Context: an optimization exercise on an open-source flow, tuned for small area and few clock cycles. The choices shown serve that exercise and are no tape-out recipe.
The RTL was checked by simulation tests, not by an equivalence proof against the original design.
No activity file was given, so power comes from the tool's default toggle rates.

run A:
// pff_raster
module pff_raster (
    input  wire        clk,
    input  wire        rst,
    input  wire        cmd_valid,
    input  wire [31:0] cmd_data,
    output wire        cmd_ready,
    output wire        tok_valid,
    output wire        tok_cmd,
    output wire [7:0]  tok_byte,
    output wire        tok_last,
    input  wire        tok_ready,
    input  wire        err_clear,
    output wire        err,
    output wire [3:0]  err_code,
    output wire [31:0] err_cmd
);
For scale: about 2100 cells after synthesis, ~86 I/O pins, roughly 0.016 mm² of cells after synthesis.
export LEC_CHECK = 0
export ABC_AREA = 1
export CAP_MARGIN = 20
export CORE_MARGIN = 2
export CORE_UTILIZATION = 40
export PLACE_DENSITY = 0.6
export SLEW_MARGIN = 20
create_clock -name core_clock -period 11.0 [get_ports {clk}]
standard.sh (not shown) runs the stock make flow with config.mk's settings and CLKGATE_MAP_FILE= SYNTH_SCRIPT=/design/flow/synth_recipe.tcl, a recipe that flattens the netlist after the stock synthesis.
==> flow/flow/run.sh <==
#!/bin/bash
# The standard layout (standard.sh) with two changes: the input and output
# ports get sky130 buf_1 buffers (the standard buffer_ports picks a larger
# delay cell), and the clock tree is built from clkbuf_16 sink clusters of up
# to 24 flip-flops without dummy loads. make's full output goes to
# standard.log in the work folder; ORFS keeps each step's log under orfs/logs.
set -euo pipefail
export BUFFER_PORTS_ARGS="-buffer_cell sky130_fd_sc_hd__buf_1"
export CTS_ARGS="-sink_clustering_enable -repair_clock_nets -dont_use_dummy_load -sink_clustering_size 24 -sink_clustering_max_diameter 80 -buf_list sky130_fd_sc_hd__clkbuf_16"
bash standard.sh > standard.log 2>&1
Testbench counts of run A, summed over its fixed seeds: cycles 496,792.
Input changes introduced in run B (baseline for comparison: run A):
- an added CTS_BUF_LIST of sky130_fd_sc_hd__clkbuf_16
- an added CTS_CLUSTER_DIAMETER of 60
- an added CTS_CLUSTER_SIZE of 16
==> flow/run.sh (new file) <==
#!/bin/bash
# synth_recipe.tcl (not shown) runs the flow's synth.tcl, then flattens the netlist and writes it again
# the make line also repeats each setting of config.mk as NAME=value (left out here)
make -C /OpenROAD-flow-scripts/flow DESIGN_CONFIG=/design/flow/config.mk WORK_HOME=/design/flow/orfs CLKGATE_MAP_FILE= SYNTH_SCRIPT=/design/flow/synth_recipe.tcl finish
removed: flow/flow/run.sh
removed: flow/standard.sh
Results
- Run B reached the final stage; the timing, design-rule and antenna checks on its layout passed.
- Design area | run B above run A
- Run B reports a higher overall power than run A does.
- Run A -> run B: worst hold path depth delta 0, exact match
- Run B ended with less sequential share of layout area than run A.
For run C, these inputs were changed with respect to run B:
- removing CTS_CLUSTER_DIAMETER (formerly 60)
- removing ABC_AREA (formerly 1)
- removing CTS_BUF_LIST (formerly sky130_fd_sc_hd__clkbuf_16)
- removing CTS_CLUSTER_SIZE (formerly 16)
Results
- Run C completed every stage of the flow, and the final layout passed the timing, design-rule and antenna checks.
- Taking run B as the reference, in run C timing-limited maximum frequency held; die area shows an increase of 840 µm²; non-clock buffer count rose by 24.
Setup changes, run C to run D
- CORE_UTILIZATION changed from 40 to 55
- CTS_BUF_LIST newly set to sky130_fd_sc_hd__clkbuf_16
- ABC_AREA newly set to 1
- CTS_CLUSTER_SIZE newly set to 24
- CTS_CLUSTER_DIAMETER newly set to 80
- PLACE_DENSITY changed from 0.6 to 0.7
==> comparison <==
Combinational power share was lower in run D than in run C. Looking at start point of the critical path, the hdr[24] result is from run D; the seq[3] one comes from run C. Run D against run C: first-pass iteration count of the detailed router now sits higher, adder-cell area share of the yosys netlist now sits at about the same level, first-pass GRT wire length now sits lower. For run C, the end of the critical path was tok_byte[6], unlike run D, where it was tok_byte[7].

========
pff_raster, a different RTL version from the one above (not shown whole).
Size: roughly 2000 cells after synthesis, roughly 220 flip-flops, ~86 I/O pins, ~15000 µm² of cells after synthesis.
// pff_raster
module pff_raster (
    input  wire        clk,
    input  wire        rst,
    input  wire        cmd_valid,
    input  wire [31:0] cmd_data,
    output wire        cmd_ready,
    output wire        tok_valid,
    output wire        tok_cmd,
    output wire [7:0]  tok_byte,
    output wire        tok_last,
    input  wire        tok_ready,
    input  wire        err_clear,
    output wire        err,
    output wire [3:0]  err_code,
    output wire [31:0] err_cmd
);
Settings: LEC_CHECK=0, ABC_AREA=1, CAP_MARGIN=10, CORE_MARGIN=2, CORE_UTILIZATION=40, PLACE_DENSITY=0.6, SLEW_MARGIN=10; clock period 11.0 ns.
==> flow/flow/run.sh <==
#!/bin/bash
# The standard layout (standard.sh) with two changes: the input and output
# ports get sky130 buf_1 buffers (the standard buffer_ports picks a larger
# delay cell), and the clock tree is built from clkbuf_16 sink clusters of up
# to 24 flip-flops without dummy loads. make's full output goes to
# standard.log in the work folder; ORFS keeps each step's log under orfs/logs.
set -euo pipefail
export BUFFER_PORTS_ARGS="-buffer_cell sky130_fd_sc_hd__buf_1"
export CTS_ARGS="-sink_clustering_enable -repair_clock_nets -dont_use_dummy_load -sink_clustering_size 30 -sink_clustering_max_diameter 100 -buf_list sky130_fd_sc_hd__clkbuf_16"
bash standard.sh > standard.log 2>&1
Testbench counts at the start, summed over its fixed seeds: cycles 495,175.
Change:
--- a/flow/flow/run.sh
+++ b/flow/flow/run.sh
@@ -9 +9 @@
-export CTS_ARGS="-sink_clustering_enable -repair_clock_nets -dont_use_dummy_load -sink_clustering_size 30 -sink_clustering_max_diameter 100 -buf_list sky130_fd_sc_hd__clkbuf_16"
+export CTS_ARGS="-sink_clustering_enable -repair_clock_nets -dont_use_dummy_load -sink_clustering_size 24 -sink_clustering_max_diameter 80 -buf_list sky130_fd_sc_hd__clkbuf_16"
--- a/flow/config.mk
+++ b/flow/config.mk
@@ -9 +9 @@
-export CAP_MARGIN = 10
+export CAP_MARGIN = 20
@@ -13 +13 @@
-export SLEW_MARGIN = 10
+export SLEW_MARGIN = 20
Result:
- register-to-register slack stays flat
- via count goes up by 0.35%
- sequential share of layout area is lower by 0.24 points

========
Another version of the RTL of pff_raster (not shown whole).
Size in the first run: about 1300 cells after synthesis, roughly 210 flip-flops, roughly 86 I/O pins.
==> flow/config.mk <==
export PLATFORM = sky130hd
export DESIGN_NAME = pff_raster
export DESIGN_NICKNAME = pff_raster
export VERILOG_FILES = /design/flow/design.v
export SDC_FILE = /design/flow/constraint.sdc
export NUM_CORES = 4
export LEC_CHECK = 0
export ABC_AREA = 1
export CAP_MARGIN = 10
export CORE_MARGIN = 2
export CORE_UTILIZATION = 40
export GPL_TIMING_DRIVEN = 0
export PLACE_DENSITY = 0.6
export SLEW_MARGIN = 10
==> flow/constraint.sdc <==
create_clock -name core_clock -period 11.0 [get_ports {clk}]
set_input_delay 2.2000 -clock core_clock [delete_from_list [all_inputs] [get_ports {clk}]]
set_output_delay 2.2000 -clock core_clock [all_outputs]
set_load 0.01 [all_outputs]
==> flow/flow/run.sh <==
#!/bin/bash
set -euo pipefail
rm -rf scripts_abc
cp -r "$FLOW_HOME/scripts" scripts_abc
cp flow/abc_area.script scripts_abc/abc_area.script
export SCRIPTS_DIR="$PWD/scripts_abc"
export BUFFER_PORTS_ARGS="-buffer_cell sky130_fd_sc_hd__buf_1"
export CTS_ARGS="-sink_clustering_enable -repair_clock_nets -dont_use_dummy_load -sink_clustering_size 30 -sink_clustering_max_diameter 100 -buf_list sky130_fd_sc_hd__clkbuf_16 -root_buf sky130_fd_sc_hd__clkbuf_8 -tree_buf sky130_fd_sc_hd__clkbuf_8"
bash standard.sh > standard.log 2>&1
==> flow/flow/abc_area.script <==
&get -n
&st
&dch -f
&nf -R 1000 -p
&st
&dch -f
&nf -R 1000 -p
&st
&dch -f
&nf -R 1000 -p
&st
&dch -f
&nf -R 1000 -p
&st
&dch -f
&nf -R 1000 -p
&put
The first run finished with timing, DRC and antenna clean.
Testbench counts at the start, summed over its fixed seeds: cycles 495,175.
Edit:
==> flow/flow/run.sh (replaced) <==
#!/bin/bash
set -euo pipefail
rm -rf scripts_abc
cp -r "$FLOW_HOME/scripts" scripts_abc
cp flow/abc_area.script scripts_abc/abc_area.script
export SCRIPTS_DIR="$PWD/scripts_abc"
export BUFFER_PORTS_ARGS="-buffer_cell sky130_fd_sc_hd__buf_1"
export CTS_ARGS="-sink_clustering_enable -repair_clock_nets -dont_use_dummy_load -sink_clustering_size 24 -sink_clustering_max_diameter 80 -buf_list sky130_fd_sc_hd__clkbuf_16"
bash standard.sh > standard.log 2>&1
Result: Via count rose slightly; total power increases by a few percent; wire length rises slightly.

========
== P ==
pff_raster again, from the RTL that the note above started with.
==> flow/config.mk <==
export PLATFORM = sky130hd
export DESIGN_NAME = pff_raster
export DESIGN_NICKNAME = pff_raster
export VERILOG_FILES = /design/flow/design.v
export SDC_FILE = /design/flow/constraint.sdc
export NUM_CORES = 4
export LEC_CHECK = 0
export ABC_AREA = 1
export CAP_MARGIN = 10
export CORE_MARGIN = 2
export CORE_UTILIZATION = 55
export GPL_TIMING_DRIVEN = 0
export PLACE_DENSITY = 0.7
export SLEW_MARGIN = 10
==> flow/constraint.sdc <==
create_clock -name core_clock -period 11.0 [get_ports {clk}]
set_input_delay 2.2000 -clock core_clock [delete_from_list [all_inputs] [get_ports {clk}]]
set_output_delay 2.2000 -clock core_clock [all_outputs]
set_load 0.01 [all_outputs]
==> flow/flow/run.sh <==
#!/bin/bash
set -euo pipefail
rm -rf scripts_abc
cp -r "$FLOW_HOME/scripts" scripts_abc
cp flow/abc_area.script scripts_abc/abc_area.script
export SCRIPTS_DIR="$PWD/scripts_abc"
export BUFFER_PORTS_ARGS="-buffer_cell sky130_fd_sc_hd__buf_1"
export CTS_ARGS="-sink_clustering_enable -repair_clock_nets -dont_use_dummy_load -sink_clustering_size 24 -sink_clustering_max_diameter 80 -buf_list sky130_fd_sc_hd__clkbuf_16"
bash standard.sh > standard.log 2>&1
Scripts as last shown in full above: flow/flow/abc_area.script
P reached the end of the flow, and the finished layout is clean on the timing, design-rule and antenna checks.
Testbench counts of P, summed over its fixed seeds: cycles 495,175.
Inputs modified between P and Q:
==> flow/flow/run.sh <==
#!/bin/bash
set -euo pipefail
rm -rf scripts_abc
cp -r "$FLOW_HOME/scripts" scripts_abc
cp flow/abc_area.script scripts_abc/abc_area.script
export SCRIPTS_DIR="$PWD/scripts_abc"
export BUFFER_PORTS_ARGS="-buffer_cell sky130_fd_sc_hd__buf_1"
export CTS_ARGS="-sink_clustering_enable -repair_clock_nets -dont_use_dummy_load -sink_clustering_size 30 -sink_clustering_max_diameter 100 -buf_list sky130_fd_sc_hd__clkbuf_16"
bash standard.sh > standard.log 2>&1
### Flow results
Post-layout minimum cycle time is higher on P
Q vs. P: final worst slack went up by 0.026 ns.
Compared with P, Q shows routed length per placed instance higher by 0.44%.
Compared Q against P; setup slack at placement within noise.
Combinational power of Q is on par with P.
Diff P -> Q: routed length on met2 decreased 0.67%, via count of the first global-routing pass essentially unchanged, count of filler cells inserted in the layout increased 0.41%, multiplexer area fraction after synthesis essentially unchanged.
From P to Q, total clock sinks did not move at all.
Modified inputs, R compared to Q
- swapping 55 for 40 in CORE_UTILIZATION
- swapping 0.7 for 0.6 in PLACE_DENSITY
==> flow/flow/run.sh <==
#!/bin/bash
set -euo pipefail
rm -rf scripts_abc
cp -r "$FLOW_HOME/scripts" scripts_abc
cp flow/abc_area.script scripts_abc/abc_area.script
export SCRIPTS_DIR="$PWD/scripts_abc"
export BUFFER_PORTS_ARGS="-buffer_cell sky130_fd_sc_hd__buf_1"
export CTS_ARGS="-sink_clustering_enable -repair_clock_nets -dont_use_dummy_load -sink_clustering_size 30 -sink_clustering_max_diameter 100 -buf_list sky130_fd_sc_hd__clkbuf_16 -root_buf sky130_fd_sc_hd__clkbuf_8 -tree_buf sky130_fd_sc_hd__clkbuf_8"
bash standard.sh > standard.log 2>&1
Notes after the runs:
Changes observed in R relative to Q: finished layout cell area grew by 0.71%; minimum clock period shows an increase of 0.070 ns; share of power burned in combinational logic has decreased; wire length saw an increase.

==> afterwards: timing with drivers on the ports <==
No port has a modelled driver above. Below, the same layouts with a new extraction and two added sets of constraints. Step 1 (the two cells are an assumption about what drives the block):
set clk [get_ports {clk}]
set_driving_cell -lib_cell sky130_fd_sc_hd__clkbuf_16 $clk
set_driving_cell -lib_cell sky130_fd_sc_hd__buf_2 [delete_from_list [all_inputs] $clk]
Step 2 times the ports against the registers' clock, not the clock port: input delays grow and output delays shrink by t, the midpoint of the rising clock arrivals with the driver on. Three values: ideal ports, drivers, drivers and shift; two values: the first two.
run	t, ns	slack for setup (ns)	hold WS [ns]	slew at the worst register clock pin (ns)	pins driven straight from the clock port
run A	0.603	1.248 / 1.187 / 1.790	0.494 / 0.494 / 0.494	0.10 / 0.10	1
run B	0.660	0.805 / 0.750 / 1.397	0.469 / 0.469 / 0.469	0.08 / 0.08	1
run C	0.623	0.833 / 0.777 / 1.400	0.454 / 0.454 / 0.454	0.07 / 0.07	1
run D	0.569	1.019 / 0.968 / 1.537	0.475 / 0.475 / 0.475	0.10 / 0.10	1
the first run of note 2	0.543	1.213 / 1.157 / 1.700	0.496 / 0.496 / 0.496	0.11 / 0.11	1
the second run of note 2	0.559	1.193 / 1.139 / 1.698	0.491 / 0.491 / 0.491	0.10 / 0.10	1
the first run of note 3	0.557	0.385 / 0.336 / 0.796	0.536 / 0.536 / 0.536	0.12 / 0.12	1
the second run of note 3	0.541	0.321 / 0.267 / 0.736	0.535 / 0.535 / 0.535	0.11 / 0.11	1
P	0.534	0.429 / 0.380 / 0.730	0.543 / 0.543 / 0.543	0.10 / 0.10	1
Q	0.512	0.455 / 0.406 / 0.732	0.548 / 0.548 / 0.548	0.12 / 0.12	1
R	0.557	0.385 / 0.336 / 0.796	0.536 / 0.536 / 0.536	0.12 / 0.12	1
After both steps every run listed still meets setup and hold.
